Source: an optimization exercise on an open RTL-to-GDS flow (aim: small area). Production flows keep margins and buffers that such runs may drop.
RTL that was checked went through simulation tests only; none was proved equivalent to the original.
For runs 1 and 2, only the layout was checked, not whether the RTL still works.
Power is estimated from default activity; no workload was simulated.

==> design/flow/design.v <==
module kfcu (
    input  wire        clk,
    input  wire        rst,
    input  wire        cmd_valid,
    input  wire [3:0]  cmd_op,
    input  wire [15:0] cmd_arg,
    output wire        cmd_ready,
    output wire        rsp_valid,
    output wire [1:0]  rsp_err,
    output wire [15:0] rsp_data
);
    localparam [6:0] REC_LEN = 7'd103;
    localparam [6:0] CK_OFS  = 7'h25;
    localparam [2:0] K_STAT = 3'b000;    
    localparam [2:0] K_CK   = 3'b001;    
    localparam [2:0] K_ILL  = 3'b010;    
    localparam [2:0] K_ENC  = 3'b011;    
    localparam [2:0] K_RNG  = 3'b100;    
    localparam [2:0] K_OVR  = 3'b110;    
    localparam [2:0] K_DEC  = 3'b111;    
    reg [6:0] ak;        
    reg [6:0] pos;
    reg [7:0] stored;
    reg [8:0] cd;        
    reg [2:0] kind;
    reg       rvalid;
    wire svalid  = |pos;
    wire pos_end = (pos == REC_LEN);
    wire z_hi    = ~|cmd_arg[15:8];
    wire z_all   = z_hi & ~|cmd_arg[7:0];
    reg       ok;
    reg [2:0] kind_n;
    always @(*) begin
        case (cmd_op)
            4'h0, 4'h5,
            4'h8, 4'h9: ok = z_all;
            4'h1:       ok = ~|cmd_arg[15:9];
            4'h2:       ok = ~|cmd_arg[15:10] & ~cmd_arg[7];
            4'h3, 4'h4: ok = ~|cmd_arg[15:4];
            4'h6, 4'h7: ok = z_hi;
            default:    ok = 1'b0;
        endcase
        if (cmd_op[3] & (cmd_op[2] | cmd_op[1]))
            kind_n = K_ILL;
        else if (!ok)
            kind_n = K_RNG;
        else if (cmd_op == 4'h7 && pos_end)
            kind_n = K_OVR;
        else if (cmd_op == 4'h9)
            kind_n = K_STAT;
        else if (cmd_op[3] | cmd_op[2] & (cmd_op[1] | cmd_op[0]))
            kind_n = K_CK;
        else if (cmd_op[1])
            kind_n = K_DEC;
        else
            kind_n = K_ENC;
    end
    wire done   = ok & ~(cmd_op == 4'h7 && pos_end);
    wire do_clr = done & (cmd_op == 4'h5);
    wire do_add = done & ((cmd_op == 4'h6) | ((cmd_op == 4'h7) & svalid));
    wire do_inc = done & (cmd_op == 4'h7);
    always @(posedge clk) begin
        if (rst | (cmd_valid & do_clr)) begin
            ak  <= CK_OFS;
            pos <= 7'd0;
        end else if (cmd_valid) begin
            if (do_add) ak <= ak + cmd_arg[6:0];
            if (do_inc) pos <= pos + 7'd1;
        end
        if (!svalid)
            stored <= cmd_arg[7:0];
        if (cmd_valid)
            cd <= {cmd_arg[8], cmd_arg[7] | cmd_arg[9], cmd_arg[6:0]};
        if (rst)
            kind <= K_STAT;
        else if (cmd_valid)
            kind <= kind_n;
        rvalid <= ~rst & cmd_valid;
    end
    wire sel_st  = (kind == K_STAT);
    wire sel_ck  = (kind == K_CK);
    wire sel_enc = (kind == K_ENC);
    wire sel_dec = (kind == K_DEC);
    wire sel_cd  = kind[1] & kind[0];
    wire st_sv   = sel_st & svalid;
    assign cmd_ready = 1'b1;
    assign rsp_valid = rvalid;
    assign rsp_err   = kind[2:1] & {2{~kind[0]}};
    assign rsp_data  = {{8{st_sv}} & stored, 8'h00}
                     | {6'd0, sel_enc & cd[8], sel_cd & cd[7], sel_dec & cd[8], 7'd0}
                     | {8'd0, st_sv, {7{sel_st}} & pos}
                     | {9'd0, {7{sel_ck}} & ak}
                     | {9'd0, {7{sel_cd}} & cd[6:0]};
endmodule
==> design/flow/flow/run.sh <==
#!/bin/bash
# Own layout flow: the standard ORFS flow with
#  - an area-oriented ABC mapping script in synthesis (registers unchanged),
#  - port buffers of the smallest buffer cell,
#  - CTS without dummy loads.
set -euo pipefail
W=$(pwd)
# Copy of the ORFS scripts with our ABC script, used only by synthesis.
rm -rf "$W/scripts_syn"
cp -r "$FLOW_HOME/scripts" "$W/scripts_syn"
cp "$W/flow/abc.script" "$W/scripts_syn/abc_speed.script"
cat > "$W/own_synth.tcl" <<EOT
set ::env(SCRIPTS_DIR) $W/scripts_syn
source $W/synth_recipe.tcl
EOT
sed "s#SYNTH_SCRIPT=[^ ]*#SYNTH_SCRIPT=$W/own_synth.tcl#" standard.sh > own.sh
grep -q own_synth.tcl own.sh
export BUFFER_PORTS_ARGS="-buffer_cell sky130_fd_sc_hd__buf_1"
export CTS_ARGS="-sink_clustering_enable -repair_clock_nets -dont_use_dummy_load"
bash own.sh synth > synth.log 2>&1
bash own.sh > layout.log 2>&1
==> design/flow/flow/abc.script <==
strash
dch -f
map -a
&get -n
&st
&dch
&nf -R 1000
&put
topo
dnsize
==> design/flow/standard.sh <==
#!/bin/bash
# synth_recipe.tcl (not shown) runs the flow's synth.tcl, then flattens the netlist and writes it again
# the make line also repeats each setting of config.mk as NAME=value (left out here)
make -C /OpenROAD-flow-scripts/flow DESIGN_CONFIG=/design/flow/config.mk WORK_HOME=/design/flow/orfs CLKGATE_MAP_FILE= SYNTH_SCRIPT=/design/flow/synth_recipe.tcl "${@:-finish}"
==> design/flow/config.mk <==
export PLATFORM = sky130hd
export DESIGN_NAME = kfcu
export DESIGN_NICKNAME = kfcu
export VERILOG_FILES = /design/flow/design.v
export SDC_FILE = /design/flow/constraint.sdc
export NUM_CORES = 4
export LEC_CHECK = 0
export CAP_MARGIN = 20
export CORE_MARGIN = 2
export CORE_UTILIZATION = 40
export PLACE_DENSITY = 0.6
export SLEW_MARGIN = 20
==> design/flow/constraint.sdc <==
create_clock -name core_clock -period 6.0 [get_ports {clk}]
set_input_delay 1.2000 -clock core_clock [delete_from_list [all_inputs] [get_ports {clk}]]
set_output_delay 1.2000 -clock core_clock [all_outputs]
set_load 0.01 [all_outputs]
==> impl_metrics.ini, run 1 <==
[logic_synthesis]
synthArstFlopShare_pct = 0
synth_flop_cell = dfxtp_1
synth_area_leader_cell = edfxtp_1
synth.area.top_cells = edfxtp_1 (28%), dfxtp_1 (20%), a21oi_1 (5.6%)
synth_edf_count = 17
ys_types = 39
syn_avg_cell_area_sq_um = 9.73
syn-cell-area_sq_um = 1800
netlist.area_leader.share_pct = 28.4
ys_ff_latch = 35
syn_nets = 217
syn_inst = 185
ys_warn_count = 1
synth_common_cells = a21oi_1 (20), nand2_1 (20), dfxtp_1 (18)
seq_area_frac_synth_pct = 48.4

[setup_path]
worstPathCellList = nor3_1 > nor2b_1 > nand2_1 > o21ai_0 > buf_1
path_class = flip-flop to output pin
crit_start = kind[0]
end_kind = output pin
max_stage_delay_ns = 0.80
cp_slowest_cell = nor3_1
cp_max_fo = 9
worst_setup_path_start_kind = flip-flop
rr_startpoint = pos[0]
crit_arrival_ns = 2.38
cp_data_required_time_ns = 4.80

[run]
maxCapViolCount = 0

[sta]
hold_viol_final = 0
skew_ns = 0.0215
clock.fmax_mhz = 280
slew_violations = 0
finalSetupViolCount = 0
fin_setup_tns_ns = 0
tightestPinTransition_ns = 1.06
fin_crit_ns = 3.58
worst_hold_slack_ns = 0.462
relSlewSlack_pct = 28.9
rsz0062_at_grt = no
post-route-worst-setup-slack_ns = 2.42
period_share_pct = 59.6

[die]
fp.dieW_microns = 71.1
coreArea_sq_um = 4350
ios = 43
die-area_sq_um = 5050
rows = 24
fp.dieH_microns = 71.1
start_util_pct = 41.4

[drt]
routed.top_layer = met4
first_iter_violations = 93
dr_wl_met3_microns = 187
wirelength_microns = 4310
met1_length_microns = 1970
met2WireLength_microns = 2100
first_pass_iters = 4
vias = 1541
routedWlPerCell_microns = 15.2
vias_per_cell = 5.45
antenna_left = 0
drc = 0

[global_routing]
grt_pass1_wl_microns = 6860
grt_antenna_before_repair = 0
grt.total_usage_pct = 17.8
grt_start_max_net_pins = 18
overflow = 0
grt_pass1_vias = 1431

[clock_network]
postCtsSetupBuffers = 0
cts_max_level = 2
clk_latency_ns = 0.29
clock_sinks = 35
cts_resized = 0
cts.hold.buffers_added = 0
cts_tree = built
clkTransAtPathRegs_ns = 0.07
clock-root-buffer = clkbuf_8
cts_buffer_depth = 2
numCtsBuffers = 5

[min_path]
hp-class = flip-flop to flip-flop
min-delay-start = ak[6]

[pwr]
p_leak_nw = 0.765
power_density_nw_per_um2 = 216
vdd_ir_drop_max_mv = 0.0884

[finish]
antenna_cells = 0
drive_gt1_share_pct = 2.60
fin_nets = 265
nFillCells = 429
syn_to_final_growth_pct = 16.0
final_area_sq_um = 2090

[place]
dpl_cell_area_sq_um = 2020
dp_hpwl_microns = 3260
gp_congestion = 0.884
pre_cts_slack_ns = 2.33
place.port_buffers = 41

[status]
status = timing/DRC/antenna clean
## power breakdown
group | leakage, nW | switching (mW) | internal, mW | total (mW)
Combinational | 0.410 | 0.0244 | 0.0138 | 0.0382
Sequential | 0.319 | 0.00353 | 0.260 | 0.263
Clock | 0.0359 | 0.0750 | 0.0745 | 0.150
Total | 0.765 | 0.103 | 0.348 | 0.451
## cell type report
cell class                 count  area, sq um  share of cell area, %
inverter                      11         41.3                   1.98
sequential                    35          871                   41.7
multi-input combinational    138          881                   42.2
clock buffer                   5         68.8                   3.30
timing repair buffer          42          161                   7.73
tap                           52         65.1                   3.12
## metrics by stage
| stage | std cells | util [%] | power, mW |
|---|---|---|---|
| 3_3_place_gp | 278 | 46.4 | 0.306 |
| 6_report | 283 | 48.0 | 0.451 |
| 4_1_cts | 283 | 48.0 | 0.454 |
| 2_1_floorplan | 185 | - | 0.288 |
| 3_5_place_dp | 278 | 46.4 | 0.307 |
| 5_1_grt | 283 | 48.0 | 0.469 |
## layout by cell type (no fill, tap or decap), types with 2 or more instances in the layout
cell,n
a31o_1,2
or4_1,2
a211oi_1,5
o21ai_0,7
a222oi_1,3
dfxtp_1,18
a21o_1,2
and2_0,8
clkinv_1,11
ha_1,8
nand3_1,3
nand2_1,20
nor3_1,5
and4_1,3
nor3b_1,3
a21oi_1,20
a22oi_1,4
and3_1,2
nor2b_1,4
edfxtp_1,17
buf_1,41
clkbuf_8,5
nor2_1,11
o21bai_1,4
xor2_1,4
nor4_1,4
## registers in the layout (all words and copies together), names as in the netlist
register / count
ak: 7
cd: 9
kind: 3
pos: 7
rvalid: 1
stored: 8
## path summary, 6_finish.rpt
check                                    to  slack (ns)  cells past startpoint
worst min register to register        ak[6]        0.46                      1
worst min-delay path                  ak[6]        0.46                      1
worst max register to register       pos[6]        3.75                     10
worst max-delay path            rsp_data[9]        2.42                      5
## routing by layer
| layer | track usage, % | up-vias |
|---|---|---|
| li1 | - | 791 |
| met1 | 22.0 | 714 |
| met2 | 30.8 | 31 |
| met3 | 4.42 | 5 |
| met4 | 5.03 | 0 |
| met5 | 0 | - |
## logic make-up after synthesis
| group | count (synthesis) | synth area share, % |
|---|---|---|
| AND/OR/NAND/NOR | 71 | 21.1 |
| AO/OA/AOI/OAI | 52 | 18.5 |
| flip-flops | 35 | 48.4 |
| buffers and inverters | 12 | 2.71 |
| adder cells (fa/ha/maj) | 9 | 6.67 |
| XOR/XNOR | 5 | 2.43 |
| other | 1 | 0.208 |
## worst max-delay path: cells and delay by family (launching register included)
family / cells / cell delay (ns)
flops: 1 / 0.35
compound gates: 1 / 0.12
simple gates: 3 / 1.46
buf+inv: 1 / 0.18
==> inputs of run 2 (changes only) <==
==> design/flow/run.sh (new file) <==
#!/bin/bash
# synth_recipe.tcl (not shown) runs the flow's synth.tcl, then flattens the netlist and writes it again
# the make line also repeats each setting of config.mk as NAME=value (left out here)
make -C /OpenROAD-flow-scripts/flow DESIGN_CONFIG=/design/flow/config.mk WORK_HOME=/design/flow/orfs CLKGATE_MAP_FILE= SYNTH_SCRIPT=/design/flow/synth_recipe.tcl finish
removed: design/flow/flow/run.sh
removed: design/flow/flow/abc.script
removed: design/flow/standard.sh
==> run 2 against run 1 <==
Against the previous run:
- wire length is 29% higher
- synthesized cell count is 17% higher
- sequential cell count stayed put
- sequential share of layout area is 9.1 points lower
- register-to-register slack worse by 0.36 ns
- global-route usage is 2.4 points higher
- via count is 18% higher
- sequential power hardly changed
- critical endpoint is now rsp_data[7]
==> impl_metrics.ini, run 2 <==
[drt]
drc = 0
vias_per_cell = 5.53
vias = 1826
first_iter_violations = 140
wirelength_microns = 5570
first_pass_iters = 4
antenna_left = 0
routedWlPerCell_microns = 16.9

[global_routing]
grt_start_max_net_pins = 17
overflow = 0
use_met3_pct = 4.62
grt.total_usage_pct = 20.2
grt_pass1_wl_microns = 9250
grt_util_met1_pct = 29.1
grt_pass1_vias = 1743
use_met2_pct = 31.1
grt_antenna_before_repair = 0
grt-busiest-layer = met2

[sta]
finalSetupViolCount = 0
relSlewSlack_pct = 38.5
skew_ns = 0.00607
clock.fmax_mhz = 258
rsz0062_at_grt = no
period_share_pct = 64.6
fin_crit_ns = 3.87
fin_setup_tns_ns = 0
hold_viol_final = 0
tightestPinTransition_ns = 0.917
slew_violations = 0
worst_hold_slack_ns = 0.490

[setup_path]
worst_setup_path_start_kind = flip-flop
max_stage_delay_ns = 0.58
reg2reg_depth = 7
crit_arrival_ns = 2.67
rr_startpoint = pos[0]
worstPathCellList = inv_1 > ha_1 > or4b_2 > nor3_1 > buf_4 > nor2b_1 > a41o_1 > clkdlybuf4s50_1
cp_top_family = simple AND/OR/NAND/NOR gates
critical_path_buf_inv_count = 3
path_class = flip-flop to output pin
cp_max_fo = 13
reg2reg_to = pos[3]
cp_data_required_time_ns = 4.80
rrSetupSlack_ns = 3.39
cp_slowest_cell = or4b_2
end_kind = output pin

[logic_synthesis]
syn_inst = 217
seq_area_frac_synth_pct = 41.9
synth.area.top_cells = edfxtp_1 (25%), dfxtp_1 (17%), a22o_1 (5.9%)
netlist.area_leader.share_pct = 24.5
synth_common_cells = dfxtp_1 (18), edfxtp_1 (17), a21oi_1 (14), a22o_1 (14), inv_1 (14)
synth_edf_count = 17
syn_nets = 249
synth_area_leader_cell = edfxtp_1
synth.most_common_cell = dfxtp_1
ys_types = 54
syn-cell-area_sq_um = 2080
syn_avg_cell_area_sq_um = 9.58
ys_ff_latch = 35
synthArstFlopShare_pct = 0
synth_flop_cell = dfxtp_1
ys_warn_count = 1

[min_path]
hold_end = ak[0]
hp-class = flip-flop to flip-flop
worstHoldPathCells = 2
min-delay-start = ak[0]

[die]
fp.dieH_microns = 76.1
ios = 43
start_util_pct = 41.0
die-area_sq_um = 5790
rows = 26
coreArea_sq_um = 5070
fp.dieW_microns = 76.1

[pwr]
vdd_ir_drop_max_mv = 0.0883
power_density_nw_per_um2 = 200
p_leak_nw = 0.973

[finish]
final_common_cell = clkdlybuf4s50_1
regMostFlops = cd
largest_reg_flops = 9
drive_gt1_share_pct = 7.31
nFillCells = 492
syn_to_final_growth_pct = 28.3
reg_top3 = cd x9, stored x8
multi_input_area_sq_um = 1120
antenna_cells = 0
fin_nets = 291
regArea_sq_um = 871
final_cell_mix = clkdlybuf4s50_1 (41), dfxtp_1 (18), edfxtp_1 (17)

[clock_network]
numCtsBuffers = 5
clock-root-buffer = clkbuf_8
clock_sinks = 35
cts.hold.buffers_added = 0
cts_resized = 0
postCtsSetupBuffers = 0
cts_buffer_depth = 2
cts_max_level = 2
cts_tree = built
clk_latency_ns = 0.28
clkTransAtPathRegs_ns = 0.07

[run]
maxCapViolCount = 0

[place]
dp_hpwl_microns = 4150
gp_congestion = 0.799
place.port_buffers = 41

[status]
status = timing/DRC/antenna clean
## run 2: power by group
part | total, mW | internal, mW | switching (mW)
clock | 0.203 | 0.122 | 0.0820
sequential | 0.265 | 0.260 | 0.00501
combinational | 0.0653 | 0.0317 | 0.0336
total | 0.534 | 0.413 | 0.121
## run 2: area by class of cell
cell class,count,share of cell area (%)
Timing Repair Buffer,44,16.2
Sequential cell,35,32.6
Multi-Input combinational cell,159,41.9
Inverter,14,1.97
Tap cell,70,3.28
Clock inverter,3,1.45
Clock buffer,5,2.58
## run 2: worst reg2reg max path: stages (launching register included)
cell and delay (ns):
dfxtp_1 0.36, ha_1 0.26, and3_1 0.22, a31o_2 0.28, nor4_1 0.69, nand2b_1 0.17, and4b_1 0.24, or2_2 0.28
## run 2: worst max-delay path by stage
stage | endpoint | cells after the start | from | slack [ns]
3_5_place_dp | pos[3] | 7 | cmd_valid | 1.90
2_1_floorplan | rsp_data[8] | 6 | pos[0] | 2.32
5_1_grt | rsp_data[7] | 8 | pos[0] | 1.99
3_3_place_gp | ak[5] | 7 | cmd_valid | 1.91
4_1_cts | rsp_data[7] | 8 | pos[0] | 2.10
6_report | rsp_data[7] | 8 | pos[0] | 2.13
## run 2: cell families after synthesis
group / Yosys count / synth area share, %
adder cells (fa/ha/maj): 9 / 5.78
flip-flops: 35 / 41.9
buffers and inverters: 23 / 4.39
AO/OA/AOI/OAI: 63 / 21.9
multiplexers: 2 / 0.963
XOR/XNOR: 6 / 2.53
AND/OR/NAND/NOR: 78 / 22.4
other: 1 / 0.180
## run 2: stage by stage
| stage | util (%) | std cells | total power [mW] | setup slack, ns | area (sq um) |
|---|---|---|---|---|---|
| 2_1_floorplan | - | 217 | 0.302 | 2.32 | 2080 |
| 3_3_place_gp | 50.5 | 322 | 0.335 | 1.91 | 2560 |
| 3_5_place_dp | 50.5 | 322 | 0.335 | 1.90 | 2560 |
| 4_1_cts | 52.6 | 330 | 0.539 | 2.10 | 2670 |
| 5_1_grt | 52.6 | 330 | 0.557 | 1.99 | 2670 |
| 6_report | 52.6 | 330 | 0.534 | 2.13 | 2670 |
## run 2: per-layer routing
metal	up-vias	wire length [microns]	share of wire, %
met2	50	2530	45
met1	859	2700	48
met5	-	0	0
met4	0	70	1.3
met3	6	273	4.9
li1	911	-	-
==> inputs of run 3 (changes only) <==
==> design/flow/design.v (replaced) <==
module kfcu (
    input  wire        clk,
    input  wire        rst,
    input  wire        cmd_valid,
    input  wire [3:0]  cmd_op,
    input  wire [15:0] cmd_arg,
    output wire        cmd_ready,
    output wire        rsp_valid,
    output wire [1:0]  rsp_err,
    output wire [15:0] rsp_data
);
    localparam [1:0] ST_OK      = 2'd0;
    localparam [1:0] ST_ILLEGAL = 2'd1;
    localparam [1:0] ST_RANGE   = 2'd2;
    localparam [1:0] ST_OVERRUN = 2'd3;
    localparam [6:0] REC_LEN = 7'd103;
    localparam [6:0] CK_OFS  = 7'h25;
    reg [6:0] ak;        
    reg [6:0] pos;
    reg [7:0] stored;
    reg [9:0] cd;        
    reg [1:0] last_err;
    reg       k_ck;      
    reg       k_st;      
    reg       k_cd;      
    reg       rvalid;
    wire svalid  = |pos;
    wire pos_end = (pos == REC_LEN);
    wire z_hi    = ~|cmd_arg[15:8];
    wire z_all   = z_hi & ~|cmd_arg[7:0];
    reg       ok;
    reg [1:0] err_n;
    always @(*) begin
        case (cmd_op)
            4'h0, 4'h5,
            4'h8, 4'h9: ok = z_all;
            4'h1:       ok = ~|cmd_arg[15:9];
            4'h2:       ok = ~|cmd_arg[15:10] & ~cmd_arg[7];
            4'h3, 4'h4: ok = ~|cmd_arg[15:4];
            4'h6:       ok = z_hi;
            4'h7:       ok = z_hi & ~pos_end;
            default:    ok = 1'b0;
        endcase
        if (cmd_op[3] & (cmd_op[2] | cmd_op[1]))
            err_n = ST_ILLEGAL;
        else if (cmd_op == 4'h7 ? !z_hi : !ok)
            err_n = ST_RANGE;
        else if (!ok)
            err_n = ST_OVERRUN;
        else
            err_n = ST_OK;
    end
    wire is_ck  = (cmd_op == 4'h5) | (cmd_op == 4'h6) | (cmd_op == 4'h7) | (cmd_op == 4'h8);
    wire is_cd  = ~cmd_op[3] & (~cmd_op[2] | ~(cmd_op[1] | cmd_op[0]));
    wire do_clr = ok & (cmd_op == 4'h5);
    wire do_add = ok & ((cmd_op == 4'h6) | ((cmd_op == 4'h7) & svalid));
    wire do_inc = ok & (cmd_op == 4'h7);
    always @(posedge clk) begin
        if (rst | (cmd_valid & do_clr)) begin
            ak  <= CK_OFS;
            pos <= 7'd0;
        end else if (cmd_valid) begin
            if (do_add) ak <= ak + cmd_arg[6:0];
            if (do_inc) pos <= pos + 7'd1;
        end
        if (!svalid)
            stored <= cmd_arg[7:0];
        if (cmd_valid)
            cd <= {cmd_arg[8] & ~cmd_op[1], cmd_arg[7] | cmd_arg[9],
                   cmd_arg[8] & cmd_op[1], cmd_arg[6:0]};
        if (rst) begin
            last_err <= ST_OK;
            k_ck     <= 1'b0;
            k_st     <= 1'b0;
            k_cd     <= 1'b0;
        end else if (cmd_valid) begin
            last_err <= err_n;
            k_ck     <= ok & is_ck;
            k_st     <= ok & (cmd_op == 4'h9);
            k_cd     <= ok & is_cd;
        end
        rvalid <= ~rst & cmd_valid;
    end
    wire st_sv = k_st & svalid;
    assign cmd_ready = 1'b1;
    assign rsp_valid = rvalid;
    assign rsp_err   = last_err;
    assign rsp_data  = {{8{st_sv}} & stored, 8'h00}
                     | {6'd0, {3{k_cd}} & cd[9:7], 7'd0}
                     | {8'd0, st_sv, {7{k_st}} & pos}
                     | {9'd0, {7{k_ck}} & ak}
                     | {9'd0, {7{k_cd}} & cd[6:0]};
endmodule
==> run 3 against run 2 <==
Against the previous run:
- final area is 2.9% higher
- sequential cell count is 3 higher
- still clean
- sequential share of layout area is 1.6 points higher
- combinational power is 12% lower
- first-iteration DRC count is 1.4% higher
- clock skew is 0.0027 ns lower
- worst hold slack worse by 0.018 ns
- worst setup slack better by 0.19 ns
- critical path type unchanged
- area after synthesis is 4.3% higher
- critical path depth stayed put
==> impl_metrics.ini, run 3 <==
[drt]
vias_per_cell = 5.41
routedWlPerCell_microns = 15.1
first_pass_iters = 4
first_iter_violations = 142
wirelength_microns = 4890
antenna_left = 0
vias = 1748
drc = 0

[place]
place.port_buffers = 41
dp_hpwl_microns = 3690
gp_congestion = 0.818
dpl_cell_area_sq_um = 2630
dp.cells = 315

[clock_network]
cts_tree = built
clock_sinks = 38
postCtsSetupBuffers = 0
cts_max_level = 2
cts_resized = 0
numCtsBuffers = 5
cts_buffer_depth = 2
clk_latency_ns = 0.29
cts.hold.buffers_added = 0
clock-root-buffer = clkbuf_8
clkTransAtPathRegs_ns = 0.08

[min_path]
worstHoldPathCells = 2
hold_end = last_err[1]
min-delay-start = last_err[1]
hp-class = flip-flop to flip-flop

[finish]
stdcell_count = 323
antenna_cells = 0
finish.utilization_pct = 53.1
final_cell_mix = clkdlybuf4s50_1 (41), dfxtp_1 (20), edfxtp_1 (18)
multi_input_area_sq_um = 1120
regArea_sq_um = 941
drive_gt1_share_pct = 11.1
final_common_cell = clkdlybuf4s50_1
nFillCells = 471
final_area_sq_um = 2750
fin_nets = 284
reg_top3 = cd x10, stored x8
regMostFlops = cd
largest_reg_flops = 10
syn_to_final_growth_pct = 26.6

[pwr]
p_leak_nw = 1.04
vdd_ir_drop_max_mv = 0.139
power.total_mw = 0.557
power_density_nw_per_um2 = 203

[setup_path]
crit_arrival_ns = 2.48
reg2reg_depth = 9
end_kind = output pin
path_class = flip-flop to output pin
cp_slowest_cell = clkdlybuf4s50_1
reg2reg_to = ak[6]
worst_setup_path_start_kind = flip-flop
cp_top_family = buffers and inverters
worstPathCellList = inv_1 > ha_1 > or4b_1 > nor3_1 > buf_4 > nor2_1 > a22o_1 > clkdlybuf4s50_1
max_stage_delay_ns = 0.47
rrSetupSlack_ns = 3.77
rr_startpoint = ak[0]
cp_data_required_time_ns = 4.80
cp_max_fo = 10
critical_path_buf_inv_count = 3

[run]
maxCapViolCount = 0

[die]
fp.dieW_microns = 77.6
rows = 26
start_util_pct = 41.9
ios = 43
die-area_sq_um = 6030
fp.dieH_microns = 77.6
coreArea_sq_um = 5170

[logic_synthesis]
synth_area_leader_cell = edfxtp_1
syn-cell-area_sq_um = 2170
synth_common_cells = dfxtp_1 (20), edfxtp_1 (18), inv_1 (16), nor2_1 (16)
syn_inst = 211
syn_avg_cell_area_sq_um = 10.3
syn_nets = 243
synth.area.top_cells = edfxtp_1 (25%), dfxtp_1 (18%), ha_1 (4.6%)
seq_area_frac_synth_pct = 43.4
synthArstFlopShare_pct = 0
ys_warn_count = 1
netlist.area_leader.share_pct = 24.9
ys_ff_latch = 38
synth_edf_count = 18
synth_flop_cell = dfxtp_1
synth.most_common_cell = dfxtp_1
ys_types = 58

[sta]
skew_ns = 0.00341
fin_setup_tns_ns = 0
fin_crit_ns = 3.68
finalSetupViolCount = 0
rsz0062_at_grt = no
tightestPinTransition_ns = 0.552
hold_viol_final = 0
slew_violations = 0
period_share_pct = 61.4
relSlewSlack_pct = 63.1
clock.fmax_mhz = 272

[global_routing]
overflow = 0
grt_pass1_wl_microns = 8770
grt_antenna_before_repair = 0
grt_pass1_vias = 1792
grt_start_max_net_pins = 17
grt.total_usage_pct = 18.5

[status]
status = timing/DRC/antenna clean
[run 3: changes by cell type after synthesis, moves of 5 or more]
cell / previous run / this run
a22o_1: 14 / 3
a222oi_1: 0 / 7
nor2_1: 9 / 16
a31oi_1: 5 / 0
[run 3: logic make-up after synthesis]
group,synth area share [%]
and+or+nand+nor,21.5
AOI/OAI and AO/OA,19.2
DFF,43.4
buffers and inverters,5.08
adders and majority gates,5.54
xor gates and xnor gates,2.83
muxes,2.37
other,0.173
[run 3: worst max path at each step]
stage,from,end,slack (ns),depth (start not counted)
after floorplan,pos[0],rsp_data[8],2.63,6
after global placement,cmd_op[1],pos[5],2.33,7
after detailed placement,cmd_op[0],pos[5],2.29,7
after CTS,pos[0],rsp_data[10],2.30,8
after global routing,pos[1],rsp_data[11],2.11,8
final,pos[0],rsp_data[8],2.32,8
[run 3: layout make-up]
class                   instances  area share, %
repair buffers                 43           15.5
well taps                      70           3.19
multi-input cells             148           40.7
inverters                      16           2.19
clock inverters                 3           1.64
clock buffers                   5           2.51
flip-flops and latches         38           34.3
[run 3: worst register-to-register path, stage by stage (launching register included)]
cell     delay, ns
dfxtp_1       0.36
ha_1          0.17
inv_1         0.05
fa_1          0.40
nor2b_1       0.17
o31a_1        0.17
o21a_1        0.15
nor3_1        0.07
or4_1         0.48
a21oi_1       0.14
[run 3: through the flow]
stage / hold WS, ns / setup WS [ns]
6_report: 0.472 / 2.32
2_1_floorplan: 0.439 / 2.63
3_3_place_gp: 0.457 / 2.33
3_5_place_dp: 0.465 / 2.29
5_1_grt: 0.509 / 2.11
4_1_cts: 0.476 / 2.30
[run 3: where the power goes]
group	switching, mW	leakage [nW]	internal (mW)
Sequential	0.00258	0.344	0.281
Clock	0.0927	0.0504	0.124
Combinational	0.0301	0.646	0.0271
[run 3: routing by layer]
layer  vias up  wire, microns  global-route usage (%)
met1       828           2310                    26.2
met3        10            239                    3.72
met4         0             83                    7.14
li1        863              -                       -
met2        47           2260                    27.6
met5         -              0                       0

## separate check: timing with driven ports
The results above use ideal ports. As a check the final layouts listed here were re-extracted and re-timed, cells and wires unchanged.
Step 1 assumes that a clkbuf_16 drives the clock port and a buf_2 every other input.
Step 2 moves the port delays by t, midway between the first and last clock arrival at a register: inputs arrive t later, outputs are due t later. That takes back most of the time a late clock gives input paths.
Slacks: no drivers / after step 1 / after step 2; pairs: no drivers / after step 1.
run	shift t [ns]	setup slack, ns	hold slack, ns	latest minus earliest clock arrival (ns)	worst register clock-pin slew, ns
run 1	0.305	2.423 / 2.396 / 2.218	0.462 / 0.462 / 0.462	0.022 / 0.021	0.07 / 0.07
run 2	0.306	2.126 / 2.100 / 1.896	0.490 / 0.490 / 0.490	0.007 / 0.007	0.07 / 0.07
run 3	0.312	2.319 / 2.293 / 2.280	0.472 / 0.472 / 0.472	0.003 / 0.003	0.08 / 0.08
After both steps every run listed still meets setup and hold. The setup slack of run 2, which loses most, moves by -0.026 ns with the drivers and by -0.230 ns with both steps.
